Source: an optimization exercise on an open RTL-to-GDS flow (aim: small area, a short achievable clock period and few clock cycles). Production flows keep margins and buffers that such runs may drop. RTL that was checked went through simulation tests only; none was proved equivalent to the original. Power and IR drop assume default switching activity.

==> inputs of build 77 <==
Design avchrd, start of the top module:
module avchrd (
    input  wire        clk,
    input  wire        rst,
    input  wire        we,
    input  wire [5:0]  waddr,
    input  wire [31:0] wdata,
    input  wire        cmd_valid,
    input  wire [2:0]  cmd,
    input  wire [5:0]  raddr,
    output reg  [31:0] rdata,
    output wire        busy,
    output wire [2:0]  err
);
Settings: LEC_CHECK=0, CAP_MARGIN=20, CELL_PAD_IN_SITES_DETAIL_PLACEMENT=1, CELL_PAD_IN_SITES_GLOBAL_PLACEMENT=2, CORE_MARGIN=2, CORE_UTILIZATION=45, SETUP_SLACK_MARGIN=2.5, SLEW_MARGIN=20; clock period 8.0 ns.
run.sh (not shown) runs the stock make flow with config.mk's settings and CLKGATE_MAP_FILE= SYNTH_SCRIPT=/design/flow/synth_recipe.tcl, a recipe that flattens the netlist after the stock synthesis.
==> trial 32 (differences from build 77) <==
==> flow/flow/run.sh (new file) <==
#!/bin/bash
# Standard layout, with sizing not limited to cells of the same footprint and
# the port buffers made of a plain buffer cell instead of a delay buffer.
set -euo pipefail
bash standard.sh MATCH_CELL_FOOTPRINT=0 \
    "BUFFER_PORTS_ARGS=-buffer_cell sky130_fd_sc_hd__buf_4" \
    finish > standard.log 2>&1
==> flow/standard.sh (new file) <==
#!/bin/bash
# synth_recipe.tcl (not shown) runs the flow's synth.tcl, then flattens the netlist and writes it again
# the make line also repeats each setting of config.mk as NAME=value (left out here)
make -C /OpenROAD-flow-scripts/flow DESIGN_CONFIG=/design/flow/config.mk WORK_HOME=/design/flow/orfs CLKGATE_MAP_FILE= SYNTH_SCRIPT=/design/flow/synth_recipe.tcl "${@:-finish}"
removed: flow/run.sh
==> build 97 (differences from build 77) <==
==> flow/flow/run.sh (new file) <==
#!/bin/bash
# Standard layout, with sizing not limited to cells of the same footprint and
# the port buffers made of a plain buffer cell instead of a delay buffer.
set -euo pipefail
bash standard.sh MATCH_CELL_FOOTPRINT=0 \
    "BUFFER_PORTS_ARGS=-buffer_cell sky130_fd_sc_hd__buf_4" \
    finish > standard.log 2>&1
==> flow/standard.sh (new file) <==
#!/bin/bash
# synth_recipe.tcl (not shown) runs the flow's synth.tcl, then flattens the netlist and writes it again
# the make line also repeats each setting of config.mk as NAME=value (left out here)
make -C /OpenROAD-flow-scripts/flow DESIGN_CONFIG=/design/flow/config.mk WORK_HOME=/design/flow/orfs CLKGATE_MAP_FILE= SYNTH_SCRIPT=/design/flow/synth_recipe.tcl "${@:-finish}"
Settings changed: SETUP_SLACK_MARGIN 2.5 to 3.3.
removed: flow/run.sh
==> build 69 (differences from build 77) <==
--- a/flow/design.v
+++ b/flow/design.v
@@ -32,11 +32,11 @@
     reg        tq_valid;           
     reg        tq_h1, tq_clk, tq_tick, tq_flg;    
     reg [3:0]  tq_pay;             
     reg        tq_c;               
     reg [4:0]  tq_xlen;            
-    reg [2:0]  tq_xoff;            
+    reg [3:0]  tq_xoff;            
     reg [7:0]  tq [2:15];
     assign busy = 1'b0;
     assign err  = err_r;
     wire acc = cmd_valid;
     wire hwe = we;
@@ -158,11 +158,12 @@
                         tq_tick <= r_tick; tq_flg <= r_flg;
                         tq_pay <= {r_flg & r_fb[5], r_flg & r_fb[6],
                                    r_flg & r_fb[7], r_h1 & ibuf[0][7]};
                         tq_c <= d_c;
                         tq_xlen <= ilen - r_bp;
-                        tq_xoff <= {r_bp == 5'd15, r_bp == 5'd10, r_bp == 5'd7};
+                        tq_xoff <= {r_bp == 5'd15, r_bp == 5'd10, r_bp == 5'd7,
+                                    r_bp != 5'd15 && r_bp != 5'd10 && r_bp != 5'd7};
                         for (i = 2; i < 16; i = i + 1) tq[i] <= ibuf[i];
                         err_r <= E_NONE;
                     end
                     C_TOTXT: begin
                         attr_kind[0] <= A_OK; attr_bval[0] <= rec_hmv;
@@ -214,22 +215,15 @@
     reg  [7:0] xb [0:15];
     integer j;
     always @* begin
         for (j = 0; j < 16; j = j + 1) begin
             xb[j] = 8'd0;
-            if (j < 14) begin
-                if (tq_xoff[2]) begin
-                    if (j == 0) xb[j] = tq[15];
-                end else if (tq_xoff[1]) begin
-                    if (j < 6) xb[j] = tq[10 + j];
-                end else if (tq_xoff[0]) begin
-                    if (j < 9) xb[j] = tq[7 + j];
-                end else begin
-                    xb[j] = tq[2 + j];
-                end
-                if (j >= tq_xlen) xb[j] = 8'd0;
-            end
+            if (j < 14)  xb[j] = xb[j] | ({8{tq_xoff[0]}} & tq[2 + j]);
+            if (j < 9)   xb[j] = xb[j] | ({8{tq_xoff[1]}} & tq[7 + j]);
+            if (j < 3)   xb[j] = xb[j] | ({8{tq_xoff[2]}} & tq[10 + j]);
+            if (j == 0)  xb[j] = xb[j] | ({8{tq_xoff[3]}} & tq[15]);
+            if (j >= tq_xlen) xb[j] = 8'd0;
         end
     end
     wire [6:0] t_mask = {tq_valid, tq_flg, tq_flg, tq_flg, tq_tick, tq_clk, tq_h1};
     wire [5:0] t_pay  = {tq_pay[3:1], 2'b00, tq_pay[0]};
     wire [31:0] t_n = tq_clk ? {tq[2], tq[3], tq[4], tq[5]} : 32'd0;
==> flow/flow/run.sh (new file) <==
#!/bin/bash
# Standard layout, with sizing not limited to cells of the same footprint,
# the port buffers made of a plain buffer cell instead of a delay buffer, and
# a clock tree with larger sink clusters and no dummy loads.
set -euo pipefail
bash standard.sh MATCH_CELL_FOOTPRINT=0 \
    "BUFFER_PORTS_ARGS=-buffer_cell sky130_fd_sc_hd__buf_2" \
    "CTS_ARGS=-sink_clustering_enable -repair_clock_nets -dont_use_dummy_load -sink_clustering_size 30 -sink_clustering_max_diameter 70" \
    finish > standard.log 2>&1
==> flow/standard.sh (new file) <==
#!/bin/bash
# synth_recipe.tcl (not shown) runs the flow's synth.tcl, then flattens the netlist and writes it again
# the make line also repeats each setting of config.mk as NAME=value (left out here)
make -C /OpenROAD-flow-scripts/flow DESIGN_CONFIG=/design/flow/config.mk WORK_HOME=/design/flow/orfs CLKGATE_MAP_FILE= SYNTH_SCRIPT=/design/flow/synth_recipe.tcl "${@:-finish}"
Settings changed: CELL_PAD_IN_SITES_DETAIL_PLACEMENT 1 to 0, CELL_PAD_IN_SITES_GLOBAL_PLACEMENT 2 to 1, SETUP_SLACK_MARGIN 2.5 to 2.6.
removed: flow/run.sh
==> qor summary <==
metric                                                                  build 77        build 69        trial 32        build 97
Run status                                                        finished clean  finished clean  finished clean  finished clean
Layout buffering overhead excluding clock cells                            7.47%           4.15%           5.09%           9.85%
Fraction of the yosys area taken by sequential cells                       56.4%           58.0%           56.4%           56.4%
Lkg Pwr                                                                  12.5 nW         11.2 nW         11.8 nW         13.1 nW
Fraction of area in registers                                              47.1%           52.2%           48.8%           45.3%
Pre-antenna DRT Iters                                                         20               7               8               9
Total placed instance area                                          32,800 sq um    31,300 sq um    32,200 sq um    32,400 sq um
Peak Freq                                                              0.176 GHz       0.180 GHz       0.180 GHz       0.184 GHz
Number of DRC markers in iteration 0                                       5,144           4,952           4,664           5,009
Antenna violations before repair                                               6              15               8              15
Die outline height                                                   265 microns     262 microns     265 microns     265 microns
Count of buffers added by post-CTS timing repair for setup                    38              22              21             127
Routed vias                                                               27,500          26,000          27,100          28,300
Worst Min Path Start                                                 ibuf[14][1]     ibuf[15][7]     ibuf[15][7]     ibuf[14][2]
Post-DR vias/cell                                                           7.44            7.56            7.48            7.53
Relative area of clock buffers and inverters in the final design           6.32%           3.24%           6.04%           5.41%
Routed met1 length                                                       61.6 mm         57.7 mm         61.1 mm         61.7 mm
Post-synth cell types                                                         80              83              80              80
Internal portion of total power                                          5.55 mW         4.58 mW         5.37 mW         5.35 mW
Capturing element of the worst setup path                              rdata[19]        rdata[4]        rdata[7]        rdata[9]
Net switching share of the total power                                     25.5%           24.8%           25.6%           25.9%
Metal3 WL                                                                21.7 mm         19.5 mm         22.0 mm         23.5 mm
Multi-input gate share of the layout cell area                             35.9%           36.8%           36.7%           36.4%
Testbench counts of build 77, summed over its fixed seeds: cycles 46,172.
Testbench counts of trial 32, summed over its fixed seeds: cycles 46,172.
Testbench counts of build 97, summed over its fixed seeds: cycles 46,172.
Function not checked in build 69: the RTL went through the layout flow alone.

-- afterwards: timing with drivers on the ports --
Ports are ideal in the flow. The routed layouts listed here were re-timed in OpenROAD.
Step 1, drivers: a clkbuf_16 drives clk and a buf_2 each remaining input, both assumed.
Step 2, shift: input delay + t, output delay - t, t = (earliest + latest rising clock arrival at the registers) / 2. This alone moves slack from input paths to output paths.
a / b / c = ideal ports / drivers / drivers and shift; a / b = the first two.
| run | t, ns | setup slack, ns | worst hold slack (ns) |
|---|---|---|---|
| build 77 | 0.704 | 2.312 / 2.248 / 2.248 | 0.463 / 0.463 / 0.463 |
| trial 32 | 0.700 | 2.436 / 2.187 / 2.187 | 0.465 / 0.465 / 0.465 |
| build 97 | 0.698 | 2.572 / 2.270 / 2.270 | 0.458 / 0.458 / 0.458 |
| build 69 | 0.672 | 2.455 / 2.393 / 2.393 | 0.462 / 0.462 / 0.462 |
After both steps every run listed still meets setup and hold. The setup slack of build 97, which loses most, moves by -0.302 ns with the drivers and by -0.302 ns with both steps.
